This is an optimization exercise on Yosys and OpenROAD, whose aim is small area, a short achievable clock period and few clock cycles per item, not a production implementation.
In this exercise RTL edits were held to simulation tests only and were not proved equivalent to the original.

[flow/design.v]
module c7042_race (
    input  wire        clk,
    input  wire        rst,
    input  wire        in_valid,
    output wire        in_ready,
    input  wire [1:0]  in_kind,
    input  wire [31:0] in_cmd,
    input  wire [31:0] in_lap_timer,
    input  wire [2:0]  in_car_id,
    input  wire [63:0] in_t,
    output reg         out_valid,
    output reg         out_status,
    output reg  [31:0] out_result,
    output reg         out_sc_valid,
    output reg  [2:0]  out_sc_state,
    output reg         out_fs_valid,
    output reg  [2:0]  out_fs_car,
    output reg         out_lap_valid,
    output reg  [2:0]  out_lap_car,
    output reg  [31:0] out_lap_num,
    output reg  [63:0] out_lap_time,
    output reg         out_lap_record,
    output reg         out_rep_valid,
    output reg         out_rep_final,
    output reg  [63:0] out_rep_time,
    output reg  [2:0]  out_rep_count,
    output reg  [17:0] out_rep_list
);
    localparam [1:0] K_CMD = 2'd0, K_FRAME = 2'd1, K_TIMER = 2'd2, K_PROMOTE = 2'd3;
    localparam [2:0] ST_STOPPED   = 3'd0,
                     ST_COUNTDOWN = 3'd1,
                     ST_RACE      = 3'd2,
                     ST_STARTING  = 3'd3,
                     ST_TRAINING  = 3'd4;
    localparam [3:0] OP_STOP  = 4'h1,
                     OP_INIT  = 4'h2,
                     OP_START = 4'h3,
                     OP_TRAIN = 4'h5,
                     OP_GET   = 4'hA;
    localparam [63:0] GRACE_US  = 64'd2000000;
    localparam [63:0] UPDATE_US = 64'd1000000;
    localparam [17:0] IDENTITY  = {3'd5, 3'd4, 3'd3, 3'd2, 3'd1, 3'd0};
    localparam [1:0] S_IDLE = 2'd0, S_EXEC = 2'd1, S_REPORT = 2'd2;
    reg [1:0] seq_q;
    assign in_ready = (seq_q == S_IDLE);
    reg [1:0]  kind_q;
    reg [31:0] cmd_q;
    reg [31:0] lt_q;
    reg [2:0]  carid_q;
    reg [63:0] t_q;
    reg [2:0]   gs_q;
    reg [31:0]  target_q;
    reg [2:0]   acc_q;
    reg [2:0]   fcc_q;
    reg [5:0]   active_q;
    reg [5:0]   finished_q;
    reg [191:0] laps_q;        
    reg [383:0] best_q;        
    reg [383:0] last_q;        
    reg [63:0]  game_time_q;
    reg [63:0]  next_update_q;
    reg [17:0]  positions_q;   
    reg         fin_pend_q;
    reg [63:0]  fin_dl_q;
    reg [31:0]  prev_lt_q;
    reg         rep_req_q;
    reg         rep_fin_q;
    reg [2:0]   gs_d;
    reg [31:0]  target_d;
    reg [2:0]   acc_d;
    reg [2:0]   fcc_d;
    reg [5:0]   active_d;
    reg [5:0]   finished_d;
    reg [191:0] laps_d;
    reg [383:0] best_d;
    reg [383:0] last_d;
    reg [63:0]  game_time_d;
    reg [63:0]  next_update_d;
    reg [17:0]  positions_d;
    reg         fin_pend_d;
    reg [63:0]  fin_dl_d;
    reg [31:0]  prev_lt_d;
    reg         rep_req_d;
    reg         rep_fin_d;
    reg         e_status;
    reg [31:0]  e_result;
    reg         e_sc_valid;
    reg [2:0]   e_sc_state;
    reg         e_fs_valid;
    reg [2:0]   e_fs_car;
    reg         e_lap_valid;
    reg [2:0]   e_lap_car;
    reg [31:0]  e_lap_num;
    reg [63:0]  e_lap_time;
    reg         e_lap_record;
    reg [3:0]   op;
    reg [3:0]   car;
    reg [23:0]  opd;
    reg         cmd_ok;
    reg         want_state;
    reg [2:0]   new_state;
    reg         clear_race;
    reg [36:0]  now37;
    reg [63:0]  now;
    reg [2:0]   k;
    reg [31:0]  laps_k;
    reg [63:0]  best_k;
    reg [63:0]  last_k;
    reg [63:0]  lap_time;
    reg         rec;
    always @* begin
        gs_d          = gs_q;
        target_d      = target_q;
        acc_d         = acc_q;
        fcc_d         = fcc_q;
        active_d      = active_q;
        finished_d    = finished_q;
        laps_d        = laps_q;
        best_d        = best_q;
        last_d        = last_q;
        game_time_d   = game_time_q;
        next_update_d = next_update_q;
        positions_d   = positions_q;
        fin_pend_d    = fin_pend_q;
        fin_dl_d      = fin_dl_q;
        prev_lt_d     = prev_lt_q;
        rep_req_d     = 1'b0;
        rep_fin_d     = 1'b0;
        e_status     = 1'b0;
        e_result     = 32'd0;
        e_sc_valid   = 1'b0;
        e_sc_state   = 3'd0;
        e_fs_valid   = 1'b0;
        e_fs_car     = 3'd0;
        e_lap_valid  = 1'b0;
        e_lap_car    = 3'd0;
        e_lap_num    = 32'd0;
        e_lap_time   = 64'd0;
        e_lap_record = 1'b0;
        op         = cmd_q[31:28];
        car        = cmd_q[27:24];
        opd        = cmd_q[23:0];
        cmd_ok     = 1'b0;
        want_state = 1'b0;
        new_state  = gs_q;
        clear_race = 1'b0;
        now37    = {lt_q, 5'd0} / 37'd5;            
        now      = {27'd0, now37};
        k        = carid_q - 3'd1;
        laps_k   = laps_q[k*32 +: 32];
        best_k   = best_q[k*64 +: 64];
        last_k   = last_q[k*64 +: 64];
        lap_time = now - last_k;
        rec      = (best_k == 64'd0) || (lap_time < best_k);
        case (kind_q)
            K_CMD: begin
                case (op)
                    OP_STOP: begin
                        if (car == 4'd0 && opd == 24'd0) begin
                            cmd_ok     = 1'b1;
                            want_state = 1'b1;
                            new_state  = ST_STOPPED;
                        end
                    end
                    OP_INIT: begin
                        if (car == 4'd0 && opd[7:6] == 2'b00 && opd[5:0] != 6'd0) begin
                            cmd_ok     = 1'b1;
                            active_d   = opd[5:0];
                            acc_d      = {2'b00, opd[0]} + {2'b00, opd[1]} + {2'b00, opd[2]}
                                       + {2'b00, opd[3]} + {2'b00, opd[4]} + {2'b00, opd[5]};
                            clear_race = 1'b1;
                            target_d   = {16'd0, opd[23:8]};
                            want_state = 1'b1;
                            new_state  = ST_COUNTDOWN;
                        end
                    end
                    OP_START: begin
                        if (car == 4'd0 && opd == 24'd0) begin
                            cmd_ok = 1'b1;
                            if (gs_q == ST_COUNTDOWN) begin
                                want_state = 1'b1;
                                new_state  = ST_STARTING;
                            end
                        end
                    end
                    OP_TRAIN: begin
                        if (car == 4'd0 && opd == 24'd0) begin
                            cmd_ok     = 1'b1;
                            clear_race = 1'b1;
                            want_state = 1'b1;
                            new_state  = ST_TRAINING;
                        end
                    end
                    OP_GET: begin
                        if (car == 4'd0 && opd[23:8] == 16'd0 && opd[7:0] <= 8'd6) begin
                            cmd_ok = 1'b1;
                            case (opd[2:0])
                                3'd0: e_result = {29'd0, gs_q};
                                3'd1: e_result = target_q;
                                3'd2: e_result = {29'd0, acc_q};
                                3'd3: e_result = {29'd0, fcc_q};
                                3'd4: e_result = game_time_q[31:0];
                                3'd5: e_result = game_time_q[63:32];
                                default: e_result = {14'd0, positions_q};
                            endcase
                        end
                    end
                    default: cmd_ok = 1'b0;
                endcase
                if (!cmd_ok) begin
                    e_status   = 1'b1;
                    e_result   = 32'd0;
                    active_d   = active_q;
                    acc_d      = acc_q;
                    target_d   = target_q;
                    clear_race = 1'b0;
                    want_state = 1'b0;
                end
                if (want_state && new_state != gs_q) begin
                    gs_d       = new_state;
                    e_sc_valid = 1'b1;
                    e_sc_state = new_state;
                    if (new_state == ST_COUNTDOWN || new_state == ST_STARTING ||
                        new_state == ST_TRAINING)
                        clear_race = 1'b1;
                end
                if (clear_race) begin
                    laps_d      = 192'd0;
                    best_d      = 384'd0;
                    finished_d  = 6'd0;
                    fcc_d       = 3'd0;
                    positions_d = IDENTITY;
                end
            end
            K_FRAME: begin
                prev_lt_d = lt_q;
                if (lt_q != prev_lt_q) begin
                    if (gs_q == ST_RACE || gs_q == ST_TRAINING)
                        game_time_d = now;
                    if (carid_q >= 3'd1 && carid_q <= 3'd6) begin
                        if (gs_q == ST_TRAINING ||
                            (gs_q == ST_RACE && active_q[k] && !finished_q[k])) begin
                            last_d[k*64 +: 64] = now;
                            if (laps_k != 32'd0) begin
                                if (rec)
                                    best_d[k*64 +: 64] = lap_time;
                                e_lap_valid  = 1'b1;
                                e_lap_car    = k;
                                e_lap_num    = laps_k;
                                e_lap_time   = lap_time;
                                e_lap_record = rec;
                            end
                            if (gs_q == ST_RACE &&
                                ({1'b0, laps_k} + 33'd1) >= {1'b0, target_q}) begin
                                finished_d[k] = 1'b1;
                                fcc_d         = fcc_q + 3'd1;
                                if (fcc_d == acc_q) begin
                                    fin_pend_d = 1'b1;
                                    fin_dl_d   = t_q + GRACE_US;
                                end
                            end else begin
                                laps_d[k*32 +: 32] = laps_k + 32'd1;
                            end
                        end else if (gs_q == ST_STARTING || gs_q == ST_COUNTDOWN) begin
                            e_fs_valid = 1'b1;
                            e_fs_car   = k;
                            gs_d       = ST_STOPPED;
                            e_sc_valid = 1'b1;
                            e_sc_state = ST_STOPPED;
                        end
                    end
                    if ((gs_d == ST_RACE || gs_d == ST_TRAINING) && now > next_update_q) begin
                        rep_req_d     = 1'b1;
                        next_update_d = next_update_q + UPDATE_US;
                    end
                end
            end
            K_TIMER: begin
                if (fin_pend_q && t_q >= fin_dl_q) begin
                    fin_pend_d = 1'b0;
                    if (fcc_q == acc_q) begin
                        if (gs_q != ST_STOPPED) begin
                            gs_d       = ST_STOPPED;
                            e_sc_valid = 1'b1;
                            e_sc_state = ST_STOPPED;
                        end
                        rep_req_d = 1'b1;
                        rep_fin_d = 1'b1;
                    end
                end
            end
            K_PROMOTE: begin
                next_update_d = 64'd0;
                if (gs_q == ST_STARTING) begin
                    gs_d       = ST_RACE;
                    e_sc_valid = 1'b1;
                    e_sc_state = ST_RACE;
                end
            end
        endcase
    end
    reg [5:0]  ahead [0:5];       
    reg [2:0]  pos [0:5];
    reg [17:0] sorted;
    reg [17:0] rep_list;
    reg [2:0]  rep_count;
    reg [31:0] la, lb;
    reg [63:0] ta, tb;
    reg [2:0]  entry;
    integer    i, j, r;
    always @* begin
        for (i = 0; i < 6; i = i + 1) begin
            for (j = 0; j < 6; j = j + 1) begin
                la = laps_q[j*32 +: 32];
                lb = laps_q[i*32 +: 32];
                ta = last_q[j*64 +: 64];
                tb = last_q[i*64 +: 64];
                if (i == j)
                    ahead[i][j] = 1'b0;
                else if (la != lb)
                    ahead[i][j] = (la > lb);
                else if (ta != tb)
                    ahead[i][j] = (ta < tb);
                else
                    ahead[i][j] = (j < i);
            end
        end
        for (i = 0; i < 6; i = i + 1) begin
            pos[i] = 3'd0;
            for (j = 0; j < 6; j = j + 1)
                pos[i] = pos[i] + {2'b00, ahead[i][j]};
        end
        sorted = 18'd0;
        for (r = 0; r < 6; r = r + 1)
            for (i = 0; i < 6; i = i + 1)
                if (pos[i] == r[2:0])
                    sorted[r*3 +: 3] = i[2:0];
        rep_list  = 18'd0;
        rep_count = 3'd0;
        for (r = 0; r < 6; r = r + 1) begin
            entry = sorted[r*3 +: 3];
            if (gs_q == ST_TRAINING || active_q[entry]) begin
                rep_list[rep_count*3 +: 3] = entry;
                rep_count = rep_count + 3'd1;
            end
        end
    end
    always @(posedge clk) begin
        if (rst) begin
            seq_q         <= S_IDLE;
            kind_q        <= K_CMD;
            cmd_q         <= 32'd0;
            lt_q          <= 32'd0;
            carid_q       <= 3'd0;
            t_q           <= 64'd0;
            gs_q          <= ST_STOPPED;
            target_q      <= 32'd0;
            acc_q         <= 3'd0;
            fcc_q         <= 3'd0;
            active_q      <= 6'd0;
            finished_q    <= 6'd0;
            laps_q        <= 192'd0;
            best_q        <= 384'd0;
            last_q        <= 384'd0;
            game_time_q   <= 64'd0;
            next_update_q <= 64'd0;
            positions_q   <= IDENTITY;
            fin_pend_q    <= 1'b0;
            fin_dl_q      <= 64'd0;
            prev_lt_q     <= 32'd0;
            rep_req_q     <= 1'b0;
            rep_fin_q     <= 1'b0;
            out_valid      <= 1'b0;
            out_status     <= 1'b0;
            out_result     <= 32'd0;
            out_sc_valid   <= 1'b0;
            out_sc_state   <= 3'd0;
            out_fs_valid   <= 1'b0;
            out_fs_car     <= 3'd0;
            out_lap_valid  <= 1'b0;
            out_lap_car    <= 3'd0;
            out_lap_num    <= 32'd0;
            out_lap_time   <= 64'd0;
            out_lap_record <= 1'b0;
            out_rep_valid  <= 1'b0;
            out_rep_final  <= 1'b0;
            out_rep_time   <= 64'd0;
            out_rep_count  <= 3'd0;
            out_rep_list   <= 18'd0;
        end else begin
            out_valid <= 1'b0;
            case (seq_q)
                S_IDLE: begin
                    if (in_valid) begin
                        kind_q  <= in_kind;
                        cmd_q   <= in_cmd;
                        lt_q    <= in_lap_timer;
                        carid_q <= in_car_id;
                        t_q     <= in_t;
                        seq_q   <= S_EXEC;
                    end
                end
                S_EXEC: begin
                    gs_q          <= gs_d;
                    target_q      <= target_d;
                    acc_q         <= acc_d;
                    fcc_q         <= fcc_d;
                    active_q      <= active_d;
                    finished_q    <= finished_d;
                    laps_q        <= laps_d;
                    best_q        <= best_d;
                    last_q        <= last_d;
                    game_time_q   <= game_time_d;
                    next_update_q <= next_update_d;
                    positions_q   <= positions_d;
                    fin_pend_q    <= fin_pend_d;
                    fin_dl_q      <= fin_dl_d;
                    prev_lt_q     <= prev_lt_d;
                    rep_req_q     <= rep_req_d;
                    rep_fin_q     <= rep_fin_d;
                    out_status     <= e_status;
                    out_result     <= e_result;
                    out_sc_valid   <= e_sc_valid;
                    out_sc_state   <= e_sc_state;
                    out_fs_valid   <= e_fs_valid;
                    out_fs_car     <= e_fs_car;
                    out_lap_valid  <= e_lap_valid;
                    out_lap_car    <= e_lap_car;
                    out_lap_num    <= e_lap_num;
                    out_lap_time   <= e_lap_time;
                    out_lap_record <= e_lap_record;
                    seq_q          <= S_REPORT;
                end
                default: begin  
                    out_rep_valid <= rep_req_q;
                    out_rep_final <= rep_fin_q;
                    out_rep_time  <= game_time_q;
                    out_rep_count <= rep_req_q ? rep_count : 3'd0;
                    out_rep_list  <= rep_req_q ? rep_list : 18'd0;
                    if (rep_req_q)
                        positions_q <= sorted;
                    out_valid <= 1'b1;
                    seq_q     <= S_IDLE;
                end
            endcase
        end
    end
endmodule
[flow/run.sh]
#!/bin/bash
# synth_recipe.tcl (not shown) runs the flow's synth.tcl, then flattens the netlist and writes it again
# the make line also repeats each setting of config.mk as NAME=value (left out here)
make -C /OpenROAD-flow-scripts/flow DESIGN_CONFIG=/design/flow/config.mk WORK_HOME=/design/flow/orfs CLKGATE_MAP_FILE= SYNTH_SCRIPT=/design/flow/synth_recipe.tcl finish
[flow/config.mk]
export PLATFORM = sky130hd
export DESIGN_NAME = c7042_race
export DESIGN_NICKNAME = c7042_race
export VERILOG_FILES = /design/flow/design.v
export SDC_FILE = /design/flow/constraint.sdc
export NUM_CORES = 4
export LEC_CHECK = 0
export CAP_MARGIN = 30
export CORE_MARGIN = 2
export CORE_UTILIZATION = 40
export SLEW_MARGIN = 30
[flow/constraint.sdc]
create_clock -name core_clock -period 40.0 [get_ports {clk}]
set_input_delay 8.0000 -clock core_clock [delete_from_list [all_inputs] [get_ports {clk}]]
set_output_delay 8.0000 -clock core_clock [all_outputs]
set_load 0.01 [all_outputs]
==> out/results.ini <==
[run_status]
outcome = no timing/DRC/antenna violations

[clock_tree]
cts_tree = done
clk_latency_ns = 0.90
clock_sinks = 1543
post-cts-setup-buffer-count = 0
cts_root_buf = clkbuf_16
cts_buffers = 187
htreeDepth = 4
cts_hold_buf = 0
cts.clk_slew.worst_paths_ns = 0.07
post_cts_resized = 0
cts_max_path_buffers = 4

[route]
ant_nets = 0
drc = 0
dr.pass1.iters = 8
viasPerCell = 5.986
drt-wirelength-per-cell_microns = 25.18
route.vias.total = 101600
wl_microns = 427300
drt_iter0_drc = 10730

[synth]
async_flop_share_pct = 0
synth_seq_area_share_pct = 28.02
yosysWarnings = 3
synth_area_sq_mm = 0.1102
synthCells = 13200
ys_ff_latch = 1543
synth_area_per_cell_sq_um = 8.351
yosysUniqueCellTypes = 117
yosys_most_used_dff = dfxtp_1
synth_edf_count = 0

[setup_path]
crit_arrival_ns = 33.82
rr_worst_depth = 115
cp.required_ns = 40.79
crit_path_start_kind = flop
critPathSlowestCell = dfxtp_1
critPathMaxStageDelay_ns = 0.90
crit_path_frequent_cell = a21oi_1
path_class = flop to flop
crit_path_max_fanout = 40
end_kind = flop

[timing]
hold_violations = 0
slew_headroom_pct = 24.77
setup_tns_ns = 0
fin_skew_ns = 0.08890
max_freq_mhz = 30.28
rsz0062_at_grt = no
slew_viol_final = 0
worst_pin_slew_ns = 1.119
final.period_utilization_pct = 82.57
post-route-min-period_ns = 33.03
setup_viol = 0

[floorplanning]
coreArea_sq_mm = 0.2739
rows = 192
start_util_pct = 40.25
die-width_microns = 529.0
die_area_sq_mm = 0.2798
die_h_microns = 529.0
io_pins = 367

[cells_and_area]
final_nets = 15080
drive_gt1_share_pct = 6.272
area_growth_pct = 12.16
finalNonFillerCells = 16970

[global_route]
grt_pass1_wl_microns = 631400
grt_overflow_total = 0
antenna_found_initial = 18
grt_usage_pct = 29.47
grt_pass1_vias = 94350
grt_max_degree = 199

[flow_run]
cap_violations = 0

[placed_design]
hpwl_microns = 314400
dp.cells = 16630
portBuffers = 337
gp_congestion = 0.9909

[min_path]
min_path_type = flop to flop
min_path_cells = 2

## logic make-up (layout without fill, tap and decap cells)
logic type | Yosys count | count (layout) | synth area share, %
flops | 1543 | 1543 | 28.02
xor+xnor | 215 | 215 | 1.708
simple gates | 4407 | 4407 | 19.69
compound gates | 3409 | 3409 | 20.04
other cells | 1 | 35 | 0.003402
mux | 428 | 428 | 5.728
fa+ha+maj | 1714 | 1714 | 19.55
buf+inv | 1484 | 1631 | 5.257
## worst max-delay path, delay by kind of cell (launching register included)
kind / cells / cell delay [ns]
flip-flops: 1 / 0.90
XOR/XNOR: 5 / 1.61
multiplexers: 1 / 0.23
adder cells (fa/ha/maj): 7 / 2.22
AO/OA/AOI/OAI: 66 / 17.50
buffers and inverters: 7 / 1.99
AND/OR/NAND/NOR: 29 / 8.37
## flip-flops by register name, summed over array words and instances, names as in the netlist, 35 cells and up
| signal | cells |
|---|---|
| out_lap_time | 64 |
| last_q | 384 |
| best_q | 384 |
| next_update_q | 58 |
| out_rep_time | 35 |
| t_q | 64 |
| game_time_q | 35 |
| fin_dl_q | 64 |
| laps_q | 192 |
## final cells by class
class / instances / area [sq um]
inverters: 764 / 2883
clock buffers: 258 / 5288
well taps: 3589 / 4491
clock inverters: 73 / 953.4
diodes: 6 / 15.01
fillers: 27160 / 150200
multi-input cells: 10200 / 74180
flip-flops and latches: 1543 / 30900
repair buffers: 536 / 4946
## cells in the mapped netlist (125+ instances only)
cell type	instances	share of area (%)
xnor2_1	125	0.99
nand4_1	432	2.5
o21ai_0	503	2.3
mux4_2	160	3.3
mux2i_1	247	2.2
o31ai_1	125	0.85
clkbuf_1	593	2.0
nor2b_1	427	2.4
nor3_1	220	1.0
nand3_1	150	0.68
a21oi_1	1044	4.7
a22oi_1	953	6.5
ha_1	1698	19
and2_1	205	1.2
inv_1	747	2.5
nor2_1	1527	5.2
dfxtp_1	1543	28
nand2_1	745	2.5
nand2b_1	310	1.8
a21o_1	240	1.6
## final timing paths
check                                       startpoint                       to  slack [ns]
worst max register to register   lt_q[29]$_SDFFE_PP0P_  best_q[90]$_SDFFE_PP0P_        6.97
worst max-delay path             lt_q[29]$_SDFFE_PP0P_  best_q[90]$_SDFFE_PP0P_        6.97
worst min register to register  last_q[0]$_SDFFE_PP0P_   last_q[0]$_SDFFE_PP0P_        0.46
worst min-delay path            last_q[0]$_SDFFE_PP0P_   last_q[0]$_SDFFE_PP0P_        0.46
## through the flow
stage	util, %	worst slack (ns)	hold WS (ns)	area (sq um)
finish	45.15	6.970	0.4599	123700
global route	45.15	4.635	0.4782	123600
CTS	45.12	7.667	0.4578	123600
detailed placement	42.84	7.772	0.4436	117300
global placement	42.80	7.874	0.4424	117200
floorplan	-	14.55	0.4198	110300
## layer usage
metal  part of all wire, %  track usage, %  vias to the layer above  routed length [microns]
li1                      -               -                    48140                        -
met4                   4.7           12.43                        6                    20070
met1                    43           40.36                    48460                   185900
met5                0.0080               0                        -                       34
met3                   9.3           6.569                      713                    39800
met2                    42           44.26                     4268                   181600
## cell usage in the layout (no fill, tap or decap), types with 33 or more instances in the layout
master              n
a211oi_1           88
a21o_1            240
a21oi_1          1035
a22oi_1           953
and2_1            203
and3_1             70
buf_4             186
clkbuf_1           38
clkbuf_16         188
clkdlybuf4s50_1   336
dfxtp_1          1540
ha_1             1696
inv_1             746
mux2i_1           247
mux4_2            160
nand2_1           737
nand2b_1          310
nand3_1           150
nand4_1           432
nor2_1           1504
nor2b_1           427
nor3_1            217
nor4_1             87
o211ai_1           54
o21ai_0           502
o21ai_1            33
o31ai_1           119
or3_1              49
or4_1              54
xnor2_1           125
xor2_1             90
Testbench counts, summed over its fixed seeds: cycles 48,008, items 16,000.

afterwards: timing with drivers on the ports:
Ports are ideal in the flow. The routed layout listed here was re-timed in OpenROAD.
Step 1 (the two cells are an assumption about what drives the block):
set clk [get_ports {clk}]
set_driving_cell -lib_cell sky130_fd_sc_hd__clkbuf_16 $clk
set_driving_cell -lib_cell sky130_fd_sc_hd__buf_2 [delete_from_list [all_inputs] $clk]
Step 2 moves the port delays by t, midway between the first and last clock arrival at a register: inputs arrive t later, outputs are due t later. That takes back most of the time a late clock gives input paths.
Three values: no drivers, after step 1, after step 2; two values: the first two.
t, ns: 0.967
slack for setup (ns): 6.970 / 6.970 / 6.970
latest minus earliest clock arrival (ns): 0.092 / 0.092
slew at the worst register clock pin (ns): 0.07 / 0.07
After both steps setup and hold are still met in this run. The setup slack of this run moves by 0.000 ns with the drivers and by 0.000 ns with both steps.
